This is an optimization exercise on Yosys and OpenROAD, whose aim is small area, a short achievable clock period and few clock cycles, not a production implementation.
At most, simulation tests tie the RTL to the original design; equivalence was not proved.
Power figures rest on the tool's default switching activity, not on a simulated workload.

## mbf_framer32
module mbf_framer32 (
    input  wire        clk,
    input  wire        rst,
    input  wire        tx_start,
    input  wire [15:0] tx_cmd,
    input  wire [15:0] tx_len,
    input  wire        tx_flip,
    input  wire        tx_ack,
    output wire        tx_busy,
    output wire        tx_done,
    output wire        tx_oversize,
    input  wire        tx_in_valid,
    input  wire [31:0] tx_in_data,
    output wire        tx_in_ready,
    output wire        pkt_valid,
    output wire [31:0] pkt_data,
    output wire        pkt_last,
    input  wire        pkt_ready,
    input  wire        rx_strict,
    input  wire        rx_valid,
    input  wire [31:0] rx_data,
    input  wire        rx_last,
    input  wire [2:0]  rx_cnt,
    output wire        rd_valid,
    output wire [31:0] rd_data,
    output wire [2:0]  rd_cnt,
    output wire        res_valid,
    output wire [1:0]  res_kind,
    output wire [3:0]  res_err,
    output wire [15:0] res_cmd,
    output wire [15:0] res_len
);
Size: about 1400 cells after synthesis, ~240 flip-flops, ~12000 sq um of cells after synthesis.
clock: 8.0 ns
lec_check: 0
abc_area: 1
cap_margin: 20
core_margin: 2
core_utilization: 40
cts_cluster_diameter: 120
cts_cluster_size: 24
gpl_routability_driven: 0
slew_margin: 20
standard.sh (not shown) runs the stock make flow with config.mk's settings and CLKGATE_MAP_FILE= SYNTH_SCRIPT=/design/flow/synth_recipe.tcl, a recipe that flattens the netlist after the stock synthesis.
==> flow/flow/run.sh <==
#!/bin/bash
set -euo pipefail
export BUFFER_PORTS_ARGS="-buffer_cell sky130_fd_sc_hd__buf_1"
export SETUP_SLACK_MARGIN=5.3
bash standard.sh > standard.log 2>&1
The first run produced a clean layout.
Testbench counts at the start, summed over its fixed seeds: cycles 21,768.
Edit:
- GPL_ROUTABILITY_DRIVEN: 0 -> unset
- TNS_END_PERCENT: unset -> 20
The new run finished with timing, DRC and antenna clean.
Global-route usage decreases by 0.41 points.
Total power goes down by 2.6%.
Worst setup slack loses 0.060 ns.
Cell count went up by 0.68%.
First-iteration DRC count grows by 23%.
Sequential share of layout area came out lower by 0.12 points.
Non-clock buffer count climbs by 16.
Design area stays flat.
Maximum frequency went down by 2.1%.
Edit:
- CTS_CLUSTER_DIAMETER: 120 -> 150
- CTS_CLUSTER_SIZE: 24 -> 30
- TNS_END_PERCENT: 20 -> unset
Outcome: Flip-flop and latch count is unchanged. First-iteration DRC count goes down by 14%. Via count shrinks by 2.0%. Wire length went up by 0.38%. Worst hold slack stays flat. Non-clock buffer count is lower by 17. Power falls by 2.3%. Core utilization decreases by 0.52 points.
Edit:
- CTS_CLUSTER_DIAMETER: 150 -> 120
- CTS_CLUSTER_SIZE: 30 -> 24
After rerunning: The new run went through all stages and came out clean; combinational power hardly moves; sequential share of layout area came out lower by 0.30 points; total power came out higher by 2.7%; wire length came out higher by 0.74%; global-route usage came out higher by 0.23 points.
Edit:
==> flow/flow/run.sh (replaced) <==
#!/bin/bash
set -euo pipefail
export BUFFER_PORTS_ARGS="-buffer_cell sky130_fd_sc_hd__buf_1"
export SETUP_SLACK_MARGIN=5.2
bash standard.sh > standard.log 2>&1
What happened:
- first-iteration DRC count rose by 5.6%
- flip-flop and latch count is unchanged
- synthesized cell count is unchanged
- cell count barely changes

---

Another version of the RTL of mbf_framer32 (not shown whole).
For scale: ~230 flip-flops, roughly 220 I/O pins, roughly 12000 µm² of cells after synthesis.
clock: 8.0 ns
lec_check: 0
abc_area: 1
cap_margin: 20
core_margin: 2
core_utilization: 40
cts_cluster_diameter: 120
cts_cluster_size: 24
slew_margin: 20
==> flow/flow/run.sh <==
#!/bin/bash
set -euo pipefail
export BUFFER_PORTS_ARGS="-buffer_cell sky130_fd_sc_hd__buf_1"
export SETUP_SLACK_MARGIN=5.3
bash standard.sh > standard.log 2>&1
Rerun with:
--- a/flow/flow/run.sh
+++ b/flow/flow/run.sh
@@ -4 +4 @@
-export SETUP_SLACK_MARGIN=5.3
+export SETUP_SLACK_MARGIN=5.35
Core utilization rose by 1.0 points.
Worst setup slack degrades by 32 ps.
Sequential share of layout area fell by 0.88 points.
Worst hold slack improves by 9.3 ps.
Die area is unchanged.
Fmax fell by 1.1%.
Register-to-register slack degrades by 90 ps.
Total power rose by 1.0%.
Global-route usage rose by 0.46 points.
Combinational power rose by 5.7%.
No functional check of the RTL was part of any run of this note.

---

Setup of main:
mbf_framer32, a different RTL version from the one above (not shown whole).
For scale: about 1200 cells after synthesis, about 220 I/O pins, ~14000 um^2 of cells after synthesis.
==> flow/design.v (excerpt) <==
module mbf_framer32 (
    input  wire        clk,
    input  wire        rst,
    input  wire        tx_start,
    input  wire [15:0] tx_cmd,
    input  wire [15:0] tx_len,
    input  wire        tx_flip,
    input  wire        tx_ack,
    output wire        tx_busy,
    output wire        tx_done,
    output wire        tx_oversize,
    input  wire        tx_in_valid,
    input  wire [31:0] tx_in_data,
    output wire        tx_in_ready,
    output wire        pkt_valid,
    output wire [31:0] pkt_data,
    output wire        pkt_last,
    input  wire        pkt_ready,
    input  wire        rx_strict,
    input  wire        rx_valid,
    input  wire [31:0] rx_data,
    input  wire        rx_last,
    input  wire [2:0]  rx_cnt,
    output wire        rd_valid,
    output wire [31:0] rd_data,
    output wire [2:0]  rd_cnt,
    output wire        res_valid,
    output wire [1:0]  res_kind,
    output wire [3:0]  res_err,
    output wire [15:0] res_cmd,
    output wire [15:0] res_len
);
    mbf_wtx u_tx (
        .clk(clk), .rst(rst),
        .tx_start(tx_start), .tx_cmd(tx_cmd), .tx_len(tx_len),
        .tx_flip(tx_flip), .tx_ack(tx_ack),
        .tx_busy(tx_busy), .tx_done(tx_done), .tx_oversize(tx_oversize),
        .tx_in_valid(tx_in_valid), .tx_in_data(tx_in_data), .tx_in_ready(tx_in_ready),
        .pkt_valid(pkt_valid), .pkt_data(pkt_data), .pkt_last(pkt_last),
        .pkt_ready(pkt_ready)
    );
    mbf_wrx u_rx (
        .clk(clk), .rst(rst),
        .rx_strict(rx_strict), .rx_valid(rx_valid), .rx_data(rx_data),
        .rx_last(rx_last), .rx_cnt(rx_cnt),
        .rd_valid(rd_valid), .rd_data(rd_data), .rd_cnt(rd_cnt),
        .res_valid(res_valid), .res_kind(res_kind), .res_err(res_err),
        .res_cmd(res_cmd), .res_len(res_len)
    );
endmodule
Settings: LEC_CHECK=0, CAP_MARGIN=20, CORE_MARGIN=2, CORE_UTILIZATION=40, CTS_BUF_LIST=sky130_fd_sc_hd__clkbuf_8, CTS_CLUSTER_SIZE=30, SETUP_SLACK_MARGIN=5, SLEW_MARGIN=20; clock period 8.0 ns.
==> flow/flow/run.sh <==
#!/bin/bash
set -euo pipefail
export BUFFER_PORTS_ARGS="-buffer_cell sky130_fd_sc_hd__buf_1"
bash standard.sh > standard.log 2>&1
[inputs] the feature branch vs main
==> flow/run.sh (new file) <==
#!/bin/bash
# synth_recipe.tcl (not shown) runs the flow's synth.tcl, then flattens the netlist and writes it again
# the make line also repeats each setting of config.mk as NAME=value (left out here)
make -C /OpenROAD-flow-scripts/flow DESIGN_CONFIG=/design/flow/config.mk WORK_HOME=/design/flow/orfs CLKGATE_MAP_FILE= SYNTH_SCRIPT=/design/flow/synth_recipe.tcl finish
removed: flow/flow/run.sh
removed: flow/standard.sh
==> notes.md <==
Share of total power in sequential cells, the feature branch and main: larger value in main
Compared with main, the feature branch shows a final critical-path setup slack that is 0.0070 ns lower.
Compared with main, the feature branch instantiates a larger number of standard cells.
No run of this note included a check of the RTL's function; only the layout flow was run.

==> separate check: timing with driven ports <==
The flow's constraints put no driver on any port. The routed layouts listed below were extracted and timed again, unchanged, in two steps.
Step 1 assumes that a clkbuf_16 drives the clock port and a buf_2 every other input.
Step 2 moves the port delays by t, midway between the first and last clock arrival at a register: inputs arrive t later, outputs are due t later. That takes back most of the time a late clock gives input paths.
Slacks: ideal / step 1 / step 2; pairs: ideal / step 1.
run	t (ns)	setup slack, ns	hold slack, ns	latest minus earliest clock arrival (ns)
the first run of note 1	0.536	5.268 / 5.250 / 4.739	0.482 / 0.482 / 0.482	0.015 / 0.015
the second run of note 1	0.530	5.208 / 5.213 / 4.684	0.473 / 0.473 / 0.473	0.032 / 0.031
the third run of note 1	0.528	5.302 / 5.265 / 4.804	0.476 / 0.476 / 0.476	0.012 / 0.013
the fourth run of note 1	0.534	5.305 / 5.252 / 4.811	0.476 / 0.476 / 0.476	0.021 / 0.021
the fifth run of note 1	0.546	5.184 / 5.212 / 4.666	0.477 / 0.477 / 0.477	0.042 / 0.042
the first run of note 2	0.531	5.169 / 5.174 / 4.643	0.469 / 0.469 / 0.469	0.026 / 0.026
the second run of note 2	0.527	5.137 / 5.139 / 4.612	0.479 / 0.479 / 0.479	0.018 / 0.018
main	0.648	4.982 / 4.975 / 4.327	0.486 / 0.486 / 0.486	0.048 / 0.048
the feature branch	0.626	4.975 / 4.927 / 4.365	0.461 / 0.461 / 0.461	0.037 / 0.036
After both steps setup and hold are still met in every run listed. For main, which loses most, drivers alone change the setup slack by -0.007 ns; drivers and shift together by -0.655 ns.
